What follows belongs to an exercise in optimizing a design on an open flow for small area, a short achievable clock period and few clock cycles; a production flow would make more cautious choices. At most, simulation tests tie the RTL to the original design; equivalence was not proved. Power is estimated from default activity; no workload was simulated.

## milight_periph
module milight_periph (
    input  wire        clk,
    input  wire        rst,
    input  wire        in_valid,
    output wire        in_ready,
    input  wire [1:0]  in_kind,
    input  wire [15:0] in_word,
    output reg         out_valid,
    output reg  [7:0]  out_data,
    output wire [1:0]  attn
);
Size in the first run: ~120 flip-flops, roughly 5300 sq um of cells after synthesis.
==> flow/config.mk <==
export PLATFORM = sky130hd
export DESIGN_NAME = milight_periph
export DESIGN_NICKNAME = milight_periph
export VERILOG_FILES = /design/flow/design.v
export SDC_FILE = /design/flow/constraint.sdc
export NUM_CORES = 4
export LEC_CHECK = 0
export CAP_MARGIN = 20
export CORE_MARGIN = 2
export CORE_UTILIZATION = 40
export SETUP_SLACK_MARGIN = 3.95
export SLEW_MARGIN = 20
==> flow/constraint.sdc <==
create_clock -name core_clock -period 6.0 [get_ports {clk}]
set_input_delay 1.2000 -clock core_clock [delete_from_list [all_inputs] [get_ports {clk}]]
set_output_delay 1.2000 -clock core_clock [all_outputs]
set_load 0.01 [all_outputs]
standard.sh (not shown) runs the stock make flow with config.mk's settings and CLKGATE_MAP_FILE= SYNTH_SCRIPT=/design/flow/synth_recipe.tcl, a recipe that flattens the netlist after the stock synthesis.
==> flow/flow/run.sh <==
#!/bin/bash
# The standard layout (standard.sh) with three changes:
# - synthesis maps no half/full adder cells (ADDER_MAP_FILE empty), so ABC
#   maps all logic; the registers are those of the standard synthesis;
# - the port buffers are buf_2 cells;
# - the clock tree is built from a clkbuf_16 root and clkbuf_4 cluster
#   buffers, without dummy loads.
export BUFFER_PORTS_ARGS="-buffer_cell sky130_fd_sc_hd__buf_2"
export CTS_ARGS="-sink_clustering_enable -repair_clock_nets -buf_list sky130_fd_sc_hd__clkbuf_4 -root_buf sky130_fd_sc_hd__clkbuf_16 -dont_use_dummy_load -sink_clustering_size 30"
bash standard.sh ADDER_MAP_FILE= finish > standard.log 2>&1
Then changed:
Settings changed: SETUP_SLACK_MARGIN 3.95 to 3.9.
What happened:
- The changed run completed with no timing, DRC or antenna violations
- synthesized area does not change
- die area does not change
- setup slack is worse by 0.028 ns
- routed wire length shrinks by 1.7%
- critical path depth is unchanged
- combinational power increases by about 1%
- non-clock buffer count decreases by 4
- final area fell by 0.96%
- flip-flop and latch count stays the same
- final cell count is lower by 0.54%
- via count went down by 2.7%
No functional check of the RTL was part of any run of this note.

---

Another version of the RTL of milight_periph (not shown whole).
For scale: ~5400 um^2 of cells after synthesis.
==> flow/config.mk <==
export PLATFORM = sky130hd
export DESIGN_NAME = milight_periph
export DESIGN_NICKNAME = milight_periph
export VERILOG_FILES = /design/flow/design.v
export SDC_FILE = /design/flow/constraint.sdc
export NUM_CORES = 4
export LEC_CHECK = 0
export CAP_MARGIN = 20
export CORE_MARGIN = 2
export CORE_UTILIZATION = 40
export SETUP_SLACK_MARGIN = 4.0
export SLEW_MARGIN = 20
==> flow/constraint.sdc <==
create_clock -name core_clock -period 6.0 [get_ports {clk}]
set_input_delay 1.2000 -clock core_clock [delete_from_list [all_inputs] [get_ports {clk}]]
set_output_delay 1.2000 -clock core_clock [all_outputs]
set_load 0.01 [all_outputs]
==> flow/flow/run.sh <==
#!/bin/bash
# The standard layout (standard.sh, with the standard flow's synthesis) with two changes:
# the port buffers are buf_2 cells, and the clock tree is built from a
# clkbuf_16 root and clkbuf_4 cluster buffers, without dummy loads.
export BUFFER_PORTS_ARGS="-buffer_cell sky130_fd_sc_hd__buf_2"
export CTS_ARGS="-sink_clustering_enable -repair_clock_nets -buf_list sky130_fd_sc_hd__clkbuf_4 -root_buf sky130_fd_sc_hd__clkbuf_16 -dont_use_dummy_load -sink_clustering_size 30"
bash standard.sh > standard.log 2>&1
Testbench counts at the start, summed over its fixed seeds: cycles 24,063.
==> next run, changes <==
Settings changed: SETUP_SLACK_MARGIN 4.0 to 3.9.
Register-to-register slack hardly moves.
Final cell count goes down by 2.5%.
Design area shrinks by 4.5%.
Flip-flop and latch count does not change.

---

Another version of the RTL of milight_periph (not shown whole).
Size in the first run: ~520 cells after synthesis, roughly 120 flip-flops, roughly 33 I/O pins, about 5300 um2 of cells after synthesis.
Design milight_periph, start of the top module:
module milight_periph (
    input  wire        clk,
    input  wire        rst,
    input  wire        in_valid,
    output wire        in_ready,
    input  wire [1:0]  in_kind,
    input  wire [15:0] in_word,
    output reg         out_valid,
    output reg  [7:0]  out_data,
    output wire [1:0]  attn
);
    localparam [1:0] C_ACT    = 2'b01, C_CFG   = 2'b10, C_START = 2'b11,    
                     S_STEP   = 2'b00, S_TICK  = 2'b01,                     
                     S_ARB    = 2'b10, S_TMO   = 2'b11,
                     W_START  = 2'b00, W_WRITE = 2'b01,                     
                     W_READ   = 2'b10, W_STOP  = 2'b11;
    wire [3:0] cmd_op  = in_word[15:12];
    wire [7:0] ip      = in_word[7:0];
    wire [3:0] sq_op   = in_word[7:4];
    wire [1:0] wk      = in_word[9:8];
    wire       k_cmd   = (in_kind == 2'd0);
    wire       k_sq    = (in_kind == 2'd1);
    wire       cb_ok   = (in_word[11:9] == 3'd0);
    wire       sb_ok   = (in_word[3:1] == 3'd0);
    wire [1:0] op_d  = k_cmd ? cmd_op[1:0] : k_sq ? {sq_op[2], sq_op[0]} : wk;
    wire       bus_d = k_cmd ? in_word[8] : k_sq ? in_word[0] : in_kind[0];
    wire cmd_ok = (cmd_op == 4'h1) || (cmd_op == 4'h2) || (cmd_op == 4'h3 && !ip[7]);
    wire sq_ok  = (sq_op == 4'h1) || (sq_op == 4'h2) || (sq_op == 4'h4) || (sq_op == 4'h5);
    wire w_ok   = !wk[1] || (ip[7:1] == 7'd0 && !(wk[0] && ip[0]));
    wire rst_d  = k_cmd && (in_word == 16'hF000);    
    wire [7:0] defd     = in_word[8] ? 8'hC6 : 8'h3F;
    wire       mask_bad = (ip == 8'h00) || ((ip & ~defd) != 8'h00);
    wire       class_ok = (ip == 8'h02) || (ip == 8'h03) || (ip == 8'h06);
  ...
==> flow/config.mk <==
export PLATFORM = sky130hd
export DESIGN_NAME = milight_periph
export DESIGN_NICKNAME = milight_periph
export VERILOG_FILES = /design/flow/design.v
export SDC_FILE = /design/flow/constraint.sdc
export NUM_CORES = 4
export LEC_CHECK = 0
export CAP_MARGIN = 20
export CORE_MARGIN = 2
export CORE_UTILIZATION = 40
export SETUP_SLACK_MARGIN = 3.9
export SLEW_MARGIN = 20
==> flow/constraint.sdc <==
create_clock -name core_clock -period 6.0 [get_ports {clk}]
set_input_delay 1.2000 -clock core_clock [delete_from_list [all_inputs] [get_ports {clk}]]
set_output_delay 1.2000 -clock core_clock [all_outputs]
set_load 0.01 [all_outputs]
==> flow/flow/run.sh <==
#!/bin/bash
# The standard layout (standard.sh) with three changes:
# - synthesis maps no half/full adder cells (ADDER_MAP_FILE empty), so ABC
#   maps all logic; the registers are those of the standard synthesis;
# - the port buffers are buf_2 cells;
# - the clock tree is built from a clkbuf_16 root and clkbuf_4 cluster
#   buffers, without dummy loads.
export BUFFER_PORTS_ARGS="-buffer_cell sky130_fd_sc_hd__buf_2"
export CTS_ARGS="-sink_clustering_enable -repair_clock_nets -buf_list sky130_fd_sc_hd__clkbuf_4 -root_buf sky130_fd_sc_hd__clkbuf_16 -dont_use_dummy_load -sink_clustering_size 30"
bash standard.sh ADDER_MAP_FILE= finish > standard.log 2>&1
Testbench counts at the start, summed over its fixed seeds: cycles 24,063.
Rerun with:
--- a/flow/config.mk
+++ b/flow/config.mk
@@ -9,3 +9,3 @@
 export CORE_MARGIN = 2
-export CORE_UTILIZATION = 40
+export CORE_UTILIZATION = 45
 export SETUP_SLACK_MARGIN = 3.9
Effect: The new run ran to the end with no violations. Non-clock buffer count is higher by 1. Combinational power is lower by about 5%. Cell count came out lower by about 4.5%. Clock power hardly moves.
Rerun with:
==> flow/flow/run.sh (replaced) <==
#!/bin/bash
# The standard layout (standard.sh, with the standard flow's synthesis) with two changes:
# the port buffers are buf_2 cells, and the clock tree is built from a
# clkbuf_16 root and clkbuf_4 cluster buffers, without dummy loads.
export BUFFER_PORTS_ARGS="-buffer_cell sky130_fd_sc_hd__buf_2"
export CTS_ARGS="-sink_clustering_enable -repair_clock_nets -buf_list sky130_fd_sc_hd__clkbuf_4 -root_buf sky130_fd_sc_hd__clkbuf_16 -dont_use_dummy_load -sink_clustering_size 30"
bash standard.sh > standard.log 2>&1
--- a/flow/config.mk
+++ b/flow/config.mk
@@ -9,3 +9,3 @@
 export CORE_MARGIN = 2
-export CORE_UTILIZATION = 45
+export CORE_UTILIZATION = 40
 export SETUP_SLACK_MARGIN = 3.9
Outcome: Setup slack gets worse by 23 ps. Wire length went up by about 7%. Hold slack got worse by 6.3 ps. Cell area is higher by about 2.8%.

[port drivers added, routing unchanged]
The results above use ideal ports. As a check the final layouts listed here were re-extracted and re-timed, cells and wires unchanged. Step 1 assumes that a clkbuf_16 drives the clock port and a buf_2 every other input. Step 2 also shifts input and output timing later by t, the mid clock arrival at the registers, as if the neighbouring blocks saw the same clock. a / b / c = ideal / step 1 / step 2; a / b = the first two.
run | shift t [ns] | slack for setup (ns) | worst setup path at the end | latest minus earliest clock arrival (ns) | worst register clock-pin slew, ns
the first run of note 1 | 0.381 | 3.995 / 3.957 / 3.726 | input to register | 0.023 / 0.023 | 0.09 / 0.09
the second run of note 1 | 0.384 | 3.967 / 3.927 / 3.653 | input to register | 0.041 / 0.041 | 0.11 / 0.11
the first run of note 2 | 0.378 | 4.001 / 3.963 / 3.706 | input to register | 0.040 / 0.039 | 0.10 / 0.10
the second run of note 2 | 0.399 | 3.985 / 3.940 / 3.654 | input to register | 0.031 / 0.032 | 0.11 / 0.11
the first run of note 3 | 0.385 | 3.958 / 3.918 / 3.800 | input to register | 0.052 / 0.052 | 0.12 / 0.12
the second run of note 3 | 0.386 | 3.972 / 3.933 / 3.733 | input to register | 0.047 / 0.047 | 0.12 / 0.12
the third run of note 3 | 0.386 | 3.949 / 3.909 / 3.733 | input to register | 0.030 / 0.030 | 0.10 / 0.10
After both steps every run listed still meets setup and hold. For the second run of note 2, which loses most, drivers alone change the setup slack by -0.045 ns; drivers and shift together by -0.331 ns.
